Background: an optimization exercise with open tools, aiming at small area, a short achievable clock period and few clock cycles. Do not read the settings as production practice. Where RTL was checked, it was by simulation tests only, not by an equivalence proof against the original. No activity file was given, so power comes from the tool's default toggle rates.

==> inputs of run a <==
## pcm_cfgderive
module pcm_cfgderive (
    input  wire        clk,
    input  wire        rst,           
    input  wire        start,
    output wire        ready,
    input  wire [7:0]  cfg,           
    input  wire [31:0] rate,
    input  wire [31:0] chunk,
    output reg         done,
    output wire [3:0]  result,        
    output wire [31:0] desc,          
    output wire [31:0] period,        
    output wire [31:0] chunk_eff      
);
==> module pcm_cfgderive, before the edit <==
module pcm_cfgderive (
    input  wire        clk,
    input  wire        rst,           
    input  wire        start,
    output wire        ready,
    input  wire [7:0]  cfg,           
    input  wire [31:0] rate,
    input  wire [31:0] chunk,
    output reg         done,
    output wire [3:0]  result,        
    output wire [31:0] desc,          
    output wire [31:0] period,        
    output wire [31:0] chunk_eff      
);
    localparam [21:0] C2M = 22'd2000000;
    reg         run;         
    reg  [19:0] r_rate;
    reg  [19:0] rem;
    reg  [20:0] qm;          
    reg  [1:0]  dd;          
    reg         r_exact;     
    reg  [2:0]  r_res;
    reg         d_w8, d_w16, d_sgn, d_ord;
    reg  [12:0] r_ce;
    assign ready = !run;
    wire accept = start && !run;
    wire       w8     = (cfg[4:0] == 5'd8);
    wire       w16    = (cfg[4:0] == 5'd16);
    wire       bad_w  = !(w8 || w16);
    wire       bad_s  = (cfg[6:5] == 2'd3);
    wire       bad_r  = (rate == 32'd0);
    wire       bad_c  = (|chunk[31:13]) || (chunk[12] && (|chunk[11:0]));
    wire       ok     = !(bad_w || bad_s || bad_r || bad_c);
    wire       big    = |rate[31:20];     
    wire [2:0] res_in = bad_w ? 3'd1 : bad_s ? 3'd2 : bad_r ? 3'd3 : bad_c ? 3'd4 : 3'd0;
    wire       sgn    = cfg[6] ? 1'b1 : cfg[5] ? 1'b0 : w16;
    wire       exact  = (rate == 32'd128)   || (rate == 32'd640)   || (rate == 32'd3200) ||
                        (rate == 32'd16000) || (rate == 32'd80000) || (rate == 32'd400000);
    wire        c_small = ~|chunk[12:7];
    wire [11:0] c_half  = chunk[12:1] + {11'd0, chunk[0]};
    wire [12:0] c_up    = w16 ? {c_half, 1'b0} : chunk[12:0];
    wire [12:0] ce_in   = !ok ? 13'd0 : c_small ? 13'd128 : c_up;
    reg  [20:0] mark0;
    reg  [19:0] rem0;
    reg  [1:0]  dd0;
    integer i;
    always @* begin
        mark0 = 21'd0;
        rem0  = 20'd0;
        dd0   = 2'd0;
        for (i = 0; i < 20; i = i + 1) begin
            if (rate[i] && !(|(rate[19:0] >> (i + 1)))) begin
                mark0[i + (i & 1)] = 1'b1;
                rem0 = rem0 | (C2M >> (22 - (i + (i & 1))));
                dd0  = dd0 | {C2M[21 - (i + (i & 1))], C2M[20 - (i + (i & 1))]};
            end
        end
    end
    reg  [1:0]  dd_nx;
    reg         above;
    always @* begin
        dd_nx = 2'd0;
        above = 1'b0;
        for (i = 20; i >= 0; i = i - 1) begin
            if (qm[i] && !above && (i % 2 == 0) && i <= 18)
                dd_nx = {C2M[19 - i], C2M[18 - i]};
            above = above | qm[i];
        end
    end
    wire [22:0] x   = {3'b000, rem, dd};
    wire [22:0] r1  = {3'b000, r_rate};
    wire [22:0] r2  = {2'b00, r_rate, 1'b0};
    wire [22:0] sub1 = x - r1;
    wire [22:0] sub2 = x - r2;
    wire [22:0] cs_s = x ^ ~r1 ^ ~r2;
    wire [22:0] cs_c = (x & ~r1) | (x & ~r2) | (~r1 & ~r2);
    wire [22:0] sub3 = cs_s + {cs_c[21:0], 1'b0} + 23'd2;
    wire        ge1 = !sub1[22];
    wire        ge2 = !sub2[22];
    wire        ge3 = !sub3[22];
    wire        qb1 = ge2;
    wire        qb2 = ge3 | (ge1 & !ge2);
    wire [19:0] rem2 = ge3 ? sub3[19:0] : ge2 ? sub2[19:0] : ge1 ? sub1[19:0] : x[19:0];
    wire        fin   = qm[20];
    wire        rnd   = qb2 && !r_exact;
    wire [18:0] hi_p1 = qm[18:0] + 19'd1;
    wire [18:0] hi_nx = (fin && ge3 && !r_exact) ? hi_p1 : qm[18:0];
    always @(posedge clk) begin
        if (run) begin
            rem <= rem2;
            qm  <= {hi_nx, fin ? qb1 ^ rnd : qb1, qb2};
            dd  <= dd_nx;
        end else begin
            r_rate <= rate[19:0];
            rem    <= rem0;
            qm     <= !ok ? 21'd0 : big ? 21'd2 : mark0;
            r_exact <= exact;
            dd     <= dd0;
            r_res  <= res_in;
            d_w8   <= ok && w8;
            d_w16  <= ok && w16;
            d_sgn  <= ok && sgn;
            d_ord  <= ok && cfg[7];
            r_ce   <= ce_in;
        end
    end
    always @(posedge clk) begin
        if (rst) begin
            run  <= 1'b0;
            done <= 1'b0;
        end else if (run) begin
            run  <= !qm[20];
            done <= qm[20];
        end else begin
            run  <= accept && ok && !big;
            done <= accept && !(ok && !big);
        end
    end
    wire d_ok = d_w8 | d_w16;
    assign result    = {1'b0, r_res};
    assign desc      = {7'd0, d_w8, 7'd0, d_ok, 12'd0, d_ord, d_sgn, d_w16, d_w8};
    assign period    = {12'd0, qm[20:1]};
    assign chunk_eff = {19'd0, r_ce};
endmodule
Settings: LEC_CHECK=0, ABC_CLOCK_PERIOD_IN_PS=3500, CAP_MARGIN=20, CORE_MARGIN=2, CORE_UTILIZATION=40, SLEW_MARGIN=20; clock period 10.0 ns.
standard.sh (not shown) runs the stock make flow with config.mk's settings and CLKGATE_MAP_FILE= SYNTH_SCRIPT=/design/flow/synth_recipe.tcl, a recipe that flattens the netlist after the stock synthesis.
==> flow/flow/run.sh <==
#!/bin/bash
# Layout flow: the standard ORFS flow (standard.sh) with its standard
# synthesis, changed only in how the layout is optimised:
#  - port buffers of sky130_fd_sc_hd__buf_1 instead of the resizer's pick,
#  - a clock tree of clkbuf_4/clkbuf_8 buffers without dummy loads,
#  - repair_timing aiming at a setup margin of MARGIN ns.
# The make run's full output goes to standard.log in this folder; ORFS's
# per-step logs stay under orfs/logs.
set -uo pipefail
MARGIN=6.5
export BUFFER_PORTS_ARGS="-buffer_cell sky130_fd_sc_hd__buf_1"
export CTS_ARGS="-sink_clustering_enable -repair_clock_nets -buf_list {sky130_fd_sc_hd__clkbuf_4 sky130_fd_sc_hd__clkbuf_8} -dont_use_dummy_load"
bash standard.sh SETUP_SLACK_MARGIN=$MARGIN finish > standard.log 2>&1
==> run b: changes against run a <==
--- a/flow/design.v
+++ b/flow/design.v
@@ -38,7 +38,6 @@
                         (rate == 32'd16000) || (rate == 32'd80000) || (rate == 32'd400000);
     wire        c_small = ~|chunk[12:7];
-    wire [11:0] c_half  = chunk[12:1] + {11'd0, chunk[0]};
-    wire [12:0] c_up    = w16 ? {c_half, 1'b0} : chunk[12:0];
-    wire [12:0] ce_in   = !ok ? 13'd0 : c_small ? 13'd128 : c_up;
+    wire [12:0] c_up    = chunk[12:0] + {12'd0, w16 && chunk[0]};
+    wire [12:0] ce_in   = c_small ? 13'd128 : c_up;
     reg  [20:0] mark0;
     reg  [19:0] rem0;
@@ -71,9 +70,8 @@
     wire [22:0] r1  = {3'b000, r_rate};
     wire [22:0] r2  = {2'b00, r_rate, 1'b0};
+    wire [22:0] r3   = r1 + r2;
     wire [22:0] sub1 = x - r1;
     wire [22:0] sub2 = x - r2;
-    wire [22:0] cs_s = x ^ ~r1 ^ ~r2;
-    wire [22:0] cs_c = (x & ~r1) | (x & ~r2) | (~r1 & ~r2);
-    wire [22:0] sub3 = cs_s + {cs_c[21:0], 1'b0} + 23'd2;
+    wire [22:0] sub3 = x - r3;
     wire        ge1 = !sub1[22];
     wire        ge2 = !sub2[22];
@@ -94,5 +92,5 @@
             r_rate <= rate[19:0];
             rem    <= rem0;
-            qm     <= !ok ? 21'd0 : big ? 21'd2 : mark0;
+            qm     <= big ? 21'd2 : mark0;
             r_exact <= exact;
             dd     <= dd0;
@@ -120,5 +118,5 @@
     assign result    = {1'b0, r_res};
     assign desc      = {7'd0, d_w8, 7'd0, d_ok, 12'd0, d_ord, d_sgn, d_w16, d_w8};
-    assign period    = {12'd0, qm[20:1]};
-    assign chunk_eff = {19'd0, r_ce};
+    assign period    = {12'd0, qm[20:1] & {20{d_ok}}};
+    assign chunk_eff = {19'd0, r_ce & {13{d_ok}}};
 endmodule
--- a/flow/flow/run.sh
+++ b/flow/flow/run.sh
@@ -8,5 +8,5 @@
 # per-step logs stay under orfs/logs.
 set -uo pipefail
-MARGIN=6.5
+MARGIN=6
 export BUFFER_PORTS_ARGS="-buffer_cell sky130_fd_sc_hd__buf_1"
 export CTS_ARGS="-sink_clustering_enable -repair_clock_nets -buf_list {sky130_fd_sc_hd__clkbuf_4 sky130_fd_sc_hd__clkbuf_8} -dont_use_dummy_load"
- ABC_CLOCK_PERIOD_IN_PS: 3500 -> not set
==> run c: changes against run a <==
--- a/flow/design.v
+++ b/flow/design.v
@@ -19,5 +19,4 @@
     reg  [20:0] qm;          
     reg  [1:0]  dd;          
-    reg         r_exact;     
     reg  [2:0]  r_res;
     reg         d_w8, d_w16, d_sgn, d_ord;
@@ -35,6 +34,4 @@
     wire [2:0] res_in = bad_w ? 3'd1 : bad_s ? 3'd2 : bad_r ? 3'd3 : bad_c ? 3'd4 : 3'd0;
     wire       sgn    = cfg[6] ? 1'b1 : cfg[5] ? 1'b0 : w16;
-    wire       exact  = (rate == 32'd128)   || (rate == 32'd640)   || (rate == 32'd3200) ||
-                        (rate == 32'd16000) || (rate == 32'd80000) || (rate == 32'd400000);
     wire        c_small = ~|chunk[12:7];
     wire [11:0] c_half  = chunk[12:1] + {11'd0, chunk[0]};
@@ -68,26 +65,16 @@
         end
     end
-    wire [22:0] x   = {3'b000, rem, dd};
-    wire [22:0] r1  = {3'b000, r_rate};
-    wire [22:0] r2  = {2'b00, r_rate, 1'b0};
-    wire [22:0] sub1 = x - r1;
-    wire [22:0] sub2 = x - r2;
-    wire [22:0] cs_s = x ^ ~r1 ^ ~r2;
-    wire [22:0] cs_c = (x & ~r1) | (x & ~r2) | (~r1 & ~r2);
-    wire [22:0] sub3 = cs_s + {cs_c[21:0], 1'b0} + 23'd2;
-    wire        ge1 = !sub1[22];
-    wire        ge2 = !sub2[22];
-    wire        ge3 = !sub3[22];
-    wire        qb1 = ge2;
-    wire        qb2 = ge3 | (ge1 & !ge2);
-    wire [19:0] rem2 = ge3 ? sub3[19:0] : ge2 ? sub2[19:0] : ge1 ? sub1[19:0] : x[19:0];
-    wire        fin   = qm[20];
-    wire        rnd   = qb2 && !r_exact;
-    wire [18:0] hi_p1 = qm[18:0] + 19'd1;
-    wire [18:0] hi_nx = (fin && ge3 && !r_exact) ? hi_p1 : qm[18:0];
+    wire [20:0] sh1  = {rem, dd[1]};
+    wire [21:0] sub1 = {1'b0, sh1} - {2'b00, r_rate};
+    wire        qb1  = !sub1[21];
+    wire [19:0] rem1 = qb1 ? sub1[19:0] : sh1[19:0];
+    wire [20:0] sh2  = {rem1, dd[0]};
+    wire [21:0] sub2 = {1'b0, sh2} - {2'b00, r_rate};
+    wire        qb2  = !sub2[21];
+    wire [19:0] rem2 = qb2 ? sub2[19:0] : sh2[19:0];
     always @(posedge clk) begin
         if (run) begin
             rem <= rem2;
-            qm  <= {hi_nx, fin ? qb1 ^ rnd : qb1, qb2};
+            qm  <= {qm[18:0], qb1, qb2};
             dd  <= dd_nx;
         end else begin
@@ -95,5 +82,4 @@
             rem    <= rem0;
             qm     <= !ok ? 21'd0 : big ? 21'd2 : mark0;
-            r_exact <= exact;
             dd     <= dd0;
             r_res  <= res_in;
@@ -120,5 +106,5 @@
     assign result    = {1'b0, r_res};
     assign desc      = {7'd0, d_w8, 7'd0, d_ok, 12'd0, d_ord, d_sgn, d_w16, d_w8};
-    assign period    = {12'd0, qm[20:1]};
+    assign period    = {12'd0, qm[20:1] + {19'd0, qm[0] && (|rem)}};
     assign chunk_eff = {19'd0, r_ce};
 endmodule
==> flow/run.sh (new file) <==
#!/bin/bash
# synth_recipe.tcl (not shown) runs the flow's synth.tcl, then flattens the netlist and writes it again
# the make line also repeats each setting of config.mk as NAME=value (left out here)
make -C /OpenROAD-flow-scripts/flow DESIGN_CONFIG=/design/flow/config.mk WORK_HOME=/design/flow/orfs CLKGATE_MAP_FILE= SYNTH_SCRIPT=/design/flow/synth_recipe.tcl finish
- ABC_CLOCK_PERIOD_IN_PS: 3500 -> not set
removed: flow/flow/run.sh
removed: flow/standard.sh
==> qor summary <==
quantity	run c	run b	run a
Endpoint of the worst-slack reg-to-reg timing path	rem[0]	rem[4]	qm[16]
Total detailed-routing wirelength	17.4 mm	23.5 mm	26.5 mm
Peak supply drop	0.0655 mV	0.0623 mV	0.0597 mV
Highest-power group	clock	sequential cells	combinational cells
Maximum clock skew at final layout	0.00642 ns	0.0220 ns	0.0290 ns
Met1 WL	7.43 mm	10.1 mm	11.4 mm
Clock network fraction of total power	0.348	0.212	0.167
Type of the setup path with the least slack	flop to flop	flop to flop	input pin to flop
1st-pass router iterations	7	5	5
Filler Cells Inserted	1,510	2,052	2,092
Status	finished clean	finished clean	finished clean
Switching fraction of total power	0.302	0.367	0.392
Avg Synthesized Cell Area	8.68 um2	8.30 um2	8.50 um2
Minimum setup slack after placement	4.65 ns	5.80 ns	5.41 ns
Testbench counts of run a, summed over its fixed seeds: cycles 6,097.
Testbench counts of run b, summed over its fixed seeds: cycles 6,097.
Only the layout flow was run in run c; the RTL was not checked for function there.

==> re-timing with driven ports <==
How much do the figures lean on ideal ports? The routed layouts below were timed once more, with nothing changed but the port constraints.
Step 1 sets driving cells, clkbuf_16 on the clock port and buf_2 on the other inputs (assumed; they add their load-dependent delay and slew).
Step 2 adds t to the input delays and takes it off the output delays; t is the mean of the earliest and latest rising clock arrival at the registers after step 1. Input paths then give back, and output paths get back, about the clock's delay inside the block.
Slacks: ideal / step 1 / step 2; pairs: ideal / step 1.
| run | t (ns) | slack for setup (ns) | latest minus earliest clock arrival (ns) |
|---|---|---|---|
| run a | 0.398 | 6.127 / 6.114 / 5.716 | 0.029 / 0.029 |
| run b | 0.408 | 6.151 / 6.151 / 5.877 | 0.023 / 0.023 |
| run c | 0.384 | 4.534 / 4.534 / 4.534 | 0.007 / 0.007 |
After both steps every run listed still meets setup and hold. The setup slack of run a, which loses most, moves by -0.013 ns with the drivers and by -0.411 ns with both steps.
